This design comes from an exercise in tuning for small area and few clock cycles on the open sky130 flow, not from production work. RTL that was checked went through simulation tests only; none was proved equivalent to the original. Power is estimated from default activity; no workload was simulated.

lane 1:
// hdlc_rx32
module hdlc_rx32 (
    input  wire        clk,
    input  wire        rst,
    input  wire        rx_valid,
    output wire        rx_ready,
    input  wire [31:0] rx_data,
    input  wire  [2:0] rx_len,
    input  wire        rx_clear,
    output wire        pl_valid,
    input  wire        pl_ready,
    output wire [31:0] pl_data,
    output wire  [2:0] pl_len,
    output wire        pl_end,
    output wire        pl_crc_ok,
    output wire        pl_abort
);
Size: about 38 flip-flops, roughly 80 I/O pins, roughly 0.0030 mm^2 of cells after synthesis.
==> module hdlc_rx32, before the edit <==
module hdlc_rx32 (
    input  wire        clk,
    input  wire        rst,
    input  wire        rx_valid,
    output wire        rx_ready,
    input  wire [31:0] rx_data,
    input  wire  [2:0] rx_len,
    input  wire        rx_clear,
    output wire        pl_valid,
    input  wire        pl_ready,
    output wire [31:0] pl_data,
    output wire  [2:0] pl_len,
    output wire        pl_end,
    output wire        pl_crc_ok,
    output wire        pl_abort
);
    localparam [7:0]  FLAG = 8'h7E;
    localparam [7:0]  ESC  = 8'h7D;
    localparam [15:0] RESIDUE = 16'hF0B8;
    reg        open_r;      
    reg        ne_r;        
    reg        esc_r;       
    reg  [1:0] hc_r;        
    reg  [7:0] h0_r;        
    reg  [7:0] h1_r;        
    reg [15:0] crc_r;       
    reg        half_r;      
    wire [15:0] b = half_r ? rx_data[31:16] : rx_data[15:0];
    wire [7:0]  b0 = b[7:0];
    wire [7:0]  b1 = b[15:8];
    wire        in0 = 1'b1;                                   
    wire        in1 = half_r ? rx_len[2] : (rx_len[2] | rx_len[1]);
    wire        more = !half_r && (rx_len[2] | (&rx_len[1:0]));   
    wire f0 = in0 && (b0 == FLAG);
    wire f1 = in1 && (b1 == FLAG);
    wire x0 = (b0 == ESC);
    wire x1 = (b1 == ESC);
    wire end0  = f0 && open_r && ne_r;
    wire bd0   = !f0 && open_r;                   
    wire i0    = bd0 && !esc_r && x0;             
    wire v0    = bd0 && !i0;                      
    wire [7:0] u0 = b0 ^ {2'b00, esc_r, 5'b00000};
    wire o1    = f0 || open_r;                    
    wire n1    = !f0 && (ne_r || bd0);            
    wire e1    = i0;                              
    wire end1  = f1 && o1 && n1;
    wire bd1   = in1 && !f1 && o1;
    wire i1    = bd1 && !e1 && x1;
    wire v1    = bd1 && !i1;
    wire [7:0] u1 = b1 ^ {2'b00, e1, 5'b00000};
    wire has_end = end0 || end1;
    wire hin  = !f0 || end0;                      
    wire [1:0] hce = hin ? hc_r : 2'd0;
    wire       v1n = v1 && !end0;
    reg  [2:0] nemit;
    reg        tge2;
    always @(*) begin
        case ({hce, v0, v1n})
            4'b00_00:                     begin tge2 = 1'b0; nemit = 3'd0; end
            4'b00_01, 4'b00_10, 4'b01_00: begin tge2 = 1'b0; nemit = has_end ? 3'd1 : 3'd0; end
            4'b00_11, 4'b01_01, 4'b01_10, 4'b10_00: begin tge2 = 1'b1; nemit = 3'd0; end
            4'b01_11, 4'b10_01, 4'b10_10: begin tge2 = 1'b1; nemit = 3'd1; end
            4'b10_11:                     begin tge2 = 1'b1; nemit = 3'd2; end
            default:                      begin tge2 = 1'b1; nemit = 3'd0; end
        endcase
    end
    wire [7:0] slot0 = (hce == 2'd2) ? h0_r : (hce == 2'd1) ? h1_r : u0;
    assign pl_data = {b, h1_r, slot0};
    wire [15:0] cs0, cs1;
    wire [15:0] ca0 = crc_r;
    crc16_x25_byte u_s0 (.crc_in(ca0), .data(u0), .crc_out(cs0));
    wire [15:0] ca1 = f0 ? 16'hFFFF : (v0 ? cs0 : ca0);
    crc16_x25_byte u_s1 (.crc_in(ca1), .data(u1), .crc_out(cs1));
    wire [15:0] ca2 = f1 ? 16'hFFFF : (v1 ? cs1 : ca1);
    wire esc_at_end = end0 ? esc_r : e1;
    wire crc_good = ((end0 ? ca0 : ca1) == RESIDUE) && !esc_at_end && tge2;
    wire ev = rx_clear ? (open_r && ne_r) : (has_end || nemit != 3'd0);
    assign pl_valid  = rx_valid && ev;
    assign pl_len    = rx_clear ? 3'd0 : nemit;
    assign pl_end    = rx_clear || has_end;
    assign pl_crc_ok = !rx_clear && crc_good;
    assign pl_abort  = rx_clear;
    wire go = rx_valid && (!ev || pl_ready);
    assign rx_ready = (!ev || pl_ready) && (rx_clear || !more);
    wire o2 = f1 || o1;
    wire n2 = !f1 && (n1 || bd1);
    wire e2 = f1 ? 1'b0 : (bd1 ? i1 : e1);
    wire [2:0] kb = f1 ? 3'd0 :
                    f0 ? {2'b00, v1} :
                    {1'b0, hc_r} + {2'b00, v0} + {2'b00, v1};
    always @(posedge clk) begin
        if (rst) begin
            open_r <= 1'b0;
            hc_r   <= 2'd0;
            half_r <= 1'b0;
        end else if (go) begin
            if (rx_clear) begin
                open_r <= 1'b0;
                half_r <= 1'b0;
            end else begin
                open_r <= o2;
                ne_r   <= n2;
                esc_r  <= e2;
                hc_r   <= (kb >= 3'd2) ? 2'd2 : kb[1:0];
                crc_r  <= ca2;
                if (v1) begin
                    h0_r <= v0 ? u0 : h1_r;
                    h1_r <= u1;
                end else if (v0) begin
                    h0_r <= h1_r;
                    h1_r <= u0;
                end
                half_r <= more;
            end
        end
    end
endmodule
clock: 5.5 ns
lec_check: 0
cap_margin: 20
core_margin: 2
core_utilization: 40
slew_margin: 20
standard.sh (not shown) runs the stock make flow with config.mk's settings and CLKGATE_MAP_FILE= SYNTH_SCRIPT=/design/flow/synth_recipe.tcl, a recipe that flattens the netlist after the stock synthesis.
==> flow/flow/run.sh <==
#!/bin/bash
# Layout flow: the standard flow (standard.sh, ORFS synth to finish) with
# two changes:
#  - ABC maps the logic with flow/abc_area.script (structural choices, then
#    delay mapping with area recovery) in place of ORFS's speed script,
#    which upsizes every gate; synthesis is otherwise unchanged, so the
#    registers are the standard synthesis's;
#  - the port buffers are buf_1 cells instead of the default buffer cell.
# Each step's full log stays in orfs/logs/; make's own output goes to
# flow_make.log in the work folder.
set -euo pipefail
W=$PWD
rm -rf "$W/scripts_local"
cp -r "$FLOW_HOME/scripts" "$W/scripts_local"
cp "$W/flow/abc_area.script" "$W/scripts_local/abc_speed.script"
bash "$W/standard.sh" SCRIPTS_DIR="$W/scripts_local" \
    BUFFER_PORTS_ARGS="-buffer_cell sky130_fd_sc_hd__buf_1" finish \
    > "$W/flow_make.log" 2>&1
==> flow/flow/abc_area.script <==
&get -n
&st
&dch
&nf -R 1000
&put
topo
The flow did not stop early for lane 1: all stages ran, and the layout cleared the timing, design-rule and antenna checks.
Testbench counts of lane 1, summed over its fixed seeds: cycles 49,670.
Input-level comparison between lane 2 and lane 1:
--- a/flow/design.v
+++ b/flow/design.v
@@ -96,12 +96,12 @@
     assign pl_valid  = rx_valid && ev;
     assign pl_len    = rx_clear ? 3'd0 : nemit;
     assign pl_end    = rx_clear || has_end;
     assign pl_crc_ok = !rx_clear && crc_good;
     assign pl_abort  = rx_clear;
-    wire go = rx_valid && (!ev || pl_ready);
-    assign rx_ready = (!ev || pl_ready) && (rx_clear || !more);
+    wire go = rx_valid && pl_ready;
+    assign rx_ready = pl_ready && (rx_clear || !more);
     wire o2 = f1 || o1;
     wire n2 = !f1 && (n1 || bd1);
     wire e2 = f1 ? 1'b0 : (bd1 ? i1 : e1);
     wire [2:0] kb = f1 ? 3'd0 :
                     f0 ? {2'b00, v1} :
Notes after the runs:
Result: PASS for each of lane 2 and lane 1
Any difference in area of all sequential standard cells between lane 2 and lane 1 is small enough to ignore.
Relative to lane 1, non-clock buffering overhead in the final layout decreased by 1.7 points in lane 2.
Sequential share of layout area: lane 2 > lane 1
The arrival time of data at the critical path endpoint in lane 2 sits 0.17 ns below the value recorded for lane 1.
Lane 2 vs. lane 1: global placer's final weighted congestion grew by about 15%; post-route worst setup slack shows an increase of 0.17 ns.
Function not checked in lane 2: the RTL went through the layout flow alone.

Another version of the RTL of hdlc_rx32 (not shown whole).
Size in the first run: ~80 I/O pins, ~0.0039 sq mm of cells after synthesis.
==> module hdlc_rx32, before the edit <==
module hdlc_rx32 (
    input  wire        clk,
    input  wire        rst,
    input  wire        rx_valid,
    output wire        rx_ready,
    input  wire [31:0] rx_data,
    input  wire  [2:0] rx_len,
    input  wire        rx_clear,
    output wire        pl_valid,
    input  wire        pl_ready,
    output wire [31:0] pl_data,
    output wire  [2:0] pl_len,
    output wire        pl_end,
    output wire        pl_crc_ok,
    output wire        pl_abort
);
    localparam [7:0]  FLAG = 8'h7E;
    localparam [7:0]  ESC  = 8'h7D;
    localparam [15:0] RESIDUE = 16'hF0B8;
    reg        open_r;      
    reg        ne_r;        
    reg        esc_r;       
    reg  [1:0] hc_r;        
    reg  [7:0] h0_r;        
    reg  [7:0] h1_r;        
    reg [15:0] crc_r;       
    reg        half_r;      
    wire [15:0] b = half_r ? rx_data[31:16] : rx_data[15:0];
    wire [7:0]  b0 = b[7:0];
    wire [7:0]  b1 = b[15:8];
    wire        in0 = 1'b1;                                   
    wire        in1 = half_r ? rx_len[2] : (rx_len[2] | rx_len[1]);
    wire        more = !half_r && (rx_len[2] | (&rx_len[1:0]));   
    wire f0 = in0 && (b0 == FLAG);
    wire f1 = in1 && (b1 == FLAG);
    wire x0 = (b0 == ESC);
    wire x1 = (b1 == ESC);
    wire end0  = f0 && open_r && ne_r;
    wire bd0   = !f0 && open_r;                   
    wire i0    = bd0 && !esc_r && x0;             
    wire v0    = bd0 && !i0;                      
    wire [7:0] u0 = b0 ^ {2'b00, esc_r, 5'b00000};
    wire o1    = f0 || open_r;                    
    wire n1    = !f0 && (ne_r || bd0);            
    wire e1    = i0;                              
    wire end1  = f1 && o1 && n1;
    wire bd1   = in1 && !f1 && o1;
    wire i1    = bd1 && !e1 && x1;
    wire v1    = bd1 && !i1;
    wire [7:0] u1 = b1 ^ {2'b00, e1, 5'b00000};
    wire has_end = end0 || end1;
    wire hin  = !f0 || end0;                      
    wire [1:0] hce = hin ? hc_r : 2'd0;
    wire       v1n = v1 && !end0;
    reg  [2:0] nemit;
    reg        tge2;
    always @(*) begin
        case ({hce, v0, v1n})
            4'b00_00:                     begin tge2 = 1'b0; nemit = 3'd0; end
            4'b00_01, 4'b00_10, 4'b01_00: begin tge2 = 1'b0; nemit = has_end ? 3'd1 : 3'd0; end
            4'b00_11, 4'b01_01, 4'b01_10, 4'b10_00: begin tge2 = 1'b1; nemit = 3'd0; end
            4'b01_11, 4'b10_01, 4'b10_10: begin tge2 = 1'b1; nemit = 3'd1; end
            4'b10_11:                     begin tge2 = 1'b1; nemit = 3'd2; end
            default:                      begin tge2 = 1'b1; nemit = 3'd0; end
        endcase
    end
    wire [7:0] c0 = (v0 && !end0) ? u0 : u1;      
    reg  [7:0] slot0, slot1;
    always @(*) begin
        case (hce)
            2'd2: begin slot0 = h0_r; slot1 = h1_r; end
            2'd1: begin slot0 = h1_r; slot1 = c0;   end
            default: begin slot0 = c0; slot1 = u1;  end
        endcase
    end
    assign pl_data = {slot1, slot0, slot1, slot0};
    wire [15:0] cs0, cs1;
    wire [15:0] ca0 = crc_r;
    crc16_x25_byte u_s0 (.crc_in(ca0), .data(u0), .crc_out(cs0));
    wire [15:0] ca1 = f0 ? 16'hFFFF : (v0 ? cs0 : ca0);
    crc16_x25_byte u_s1 (.crc_in(ca1), .data(u1), .crc_out(cs1));
    wire [15:0] ca2 = f1 ? 16'hFFFF : (v1 ? cs1 : ca1);
    wire esc_at_end = end0 ? esc_r : e1;
    wire crc_good = ((end0 ? ca0 : ca1) == RESIDUE) && !esc_at_end && tge2;
    wire ev = rx_clear ? (open_r && ne_r) : (has_end || nemit != 3'd0);
    assign pl_valid  = rx_valid && ev;
    assign pl_len    = rx_clear ? 3'd0 : nemit;
    assign pl_end    = rx_clear || has_end;
    assign pl_crc_ok = !rx_clear && crc_good;
    assign pl_abort  = rx_clear;
    wire go = rx_valid && (!ev || pl_ready);
    assign rx_ready = (!ev || pl_ready) && (rx_clear || !more);
    wire o2 = f1 || o1;
    wire n2 = !f1 && (n1 || bd1);
    wire e2 = f1 ? 1'b0 : (bd1 ? i1 : e1);
    wire [2:0] kb = f1 ? 3'd0 :
                    f0 ? {2'b00, v1} :
                    {1'b0, hc_r} + {2'b00, v0} + {2'b00, v1};
    always @(posedge clk) begin
        if (rst) begin
            open_r <= 1'b0;
            hc_r   <= 2'd0;
            half_r <= 1'b0;
        end else if (go) begin
            if (rx_clear) begin
                open_r <= 1'b0;
                half_r <= 1'b0;
            end else begin
                open_r <= o2;
                ne_r   <= n2;
                esc_r  <= e2;
                hc_r   <= (kb >= 3'd2) ? 2'd2 : kb[1:0];
                crc_r  <= ca2;
                if (v1) begin
                    h0_r <= v0 ? u0 : h1_r;
                    h1_r <= u1;
                end else if (v0) begin
                    h0_r <= h1_r;
                    h1_r <= u0;
                end
                half_r <= more;
            end
        end
    end
endmodule
make LEC_CHECK=0 CAP_MARGIN=20 CORE_MARGIN=2 CORE_UTILIZATION=40 SLEW_MARGIN=20 finish   # period 5.5 ns
run.sh (not shown) runs the stock make flow with config.mk's settings and CLKGATE_MAP_FILE= SYNTH_SCRIPT=/design/flow/synth_recipe.tcl, a recipe that flattens the netlist after the stock synthesis.
Stock flow here: none of the scripts above is used.
Testbench counts at the start, summed over its fixed seeds: cycles 49,670.
Next try:
--- a/flow/design.v
+++ b/flow/design.v
@@ -69,19 +69,8 @@
     wire has_end = end0 || end1;
     wire hin  = !f0 || end0;                      
     wire [1:0] hce = hin ? hc_r : 2'd0;
-    wire       v1n = v1 && !end0;
-    reg  [2:0] nemit;
-    reg        tge2;
-    always @(*) begin
-        case ({hce, v0, v1n})
-            4'b00_00:                     begin tge2 = 1'b0; nemit = 3'd0; end
-            4'b00_01, 4'b00_10, 4'b01_00: begin tge2 = 1'b0; nemit = has_end ? 3'd1 : 3'd0; end
-            4'b00_11, 4'b01_01, 4'b01_10, 4'b10_00: begin tge2 = 1'b1; nemit = 3'd0; end
-            4'b01_11, 4'b10_01, 4'b10_10: begin tge2 = 1'b1; nemit = 3'd1; end
-            4'b10_11:                     begin tge2 = 1'b1; nemit = 3'd2; end
-            default:                      begin tge2 = 1'b1; nemit = 3'd0; end
-        endcase
-    end
+    wire [2:0] tcnt = {1'b0, hce} + {2'b00, v0} + {2'b00, v1 && !end0};
+    wire [2:0] nemit = (tcnt >= 3'd2) ? tcnt - 3'd2 : (has_end ? tcnt : 3'd0);
     wire [7:0] c0 = (v0 && !end0) ? u0 : u1;      
     reg  [7:0] slot0, slot1;
     always @(*) begin
@@ -99,7 +88,7 @@
     crc16_x25_byte u_s1 (.crc_in(ca1), .data(u1), .crc_out(cs1));
     wire [15:0] ca2 = f1 ? 16'hFFFF : (v1 ? cs1 : ca1);
     wire esc_at_end = end0 ? esc_r : e1;
-    wire crc_good = ((end0 ? ca0 : ca1) == RESIDUE) && !esc_at_end && tge2;
+    wire crc_good = ((end0 ? ca0 : ca1) == RESIDUE) && !esc_at_end && (tcnt >= 3'd2);
     wire ev = rx_clear ? (open_r && ne_r) : (has_end || nemit != 3'd0);
     assign pl_valid  = rx_valid && ev;
     assign pl_len    = rx_clear ? 3'd0 : nemit;
=> Now the flow produced a layout that fails on setup timing. Global-route usage fell by 0.99 points. Hold slack got worse by 19 ps. Clock skew came out higher by 3.1 ps. Worst setup slack got worse by 160 ps. Via count fell by 2.2%. Cell area stays the same. Total power is lower by 5.3%. Critical path depth is higher by 1. Clock-buffer cell count is unchanged. Sequential cell count stays the same. Non-clock buffer count went up by 13.
Function not checked in the second run of this note: the RTL went through the layout flow alone.

-- afterwards: timing with drivers on the ports --
The flow's constraints put no driver on any port. The routed layouts listed below were extracted and timed again, unchanged, in two steps.
Step 1 (the two cells are an assumption about what drives the block):
set clk [get_ports {clk}]
set_driving_cell -lib_cell sky130_fd_sc_hd__clkbuf_16 $clk
set_driving_cell -lib_cell sky130_fd_sc_hd__buf_2 [delete_from_list [all_inputs] $clk]
Step 2 times the ports against the registers' clock, not the clock port: input delays grow and output delays shrink by t, the midpoint of the rising clock arrivals with the driver on.
a / b / c = ideal ports / drivers / drivers and shift; a / b = the first two.
run | t, ns | setup slack, ns | clock arrival spread, ns | worst register clock-pin slew, ns | cell pins on the clock port's net
lane 1 | 0.325 | 0.242 / 0.221 / 0.221 | 0.008 / 0.009 | 0.08 / 0.08 | 1
lane 2 | 0.323 | 0.414 / 0.392 / 0.392 | 0.011 / 0.011 | 0.09 / 0.09 | 1
the first run of note 2 | 0.331 | 0.135 / 0.108 / 0.108 | 0.005 / 0.005 | 0.08 / 0.08 | 1
the second run of note 2 | 0.326 | -0.021 / -0.053 / -0.053 | 0.009 / 0.008 | 0.08 / 0.08 | 1
For the second run of note 2, which loses most, drivers alone change the setup slack by -0.032 ns; drivers and shift together by -0.032 ns.
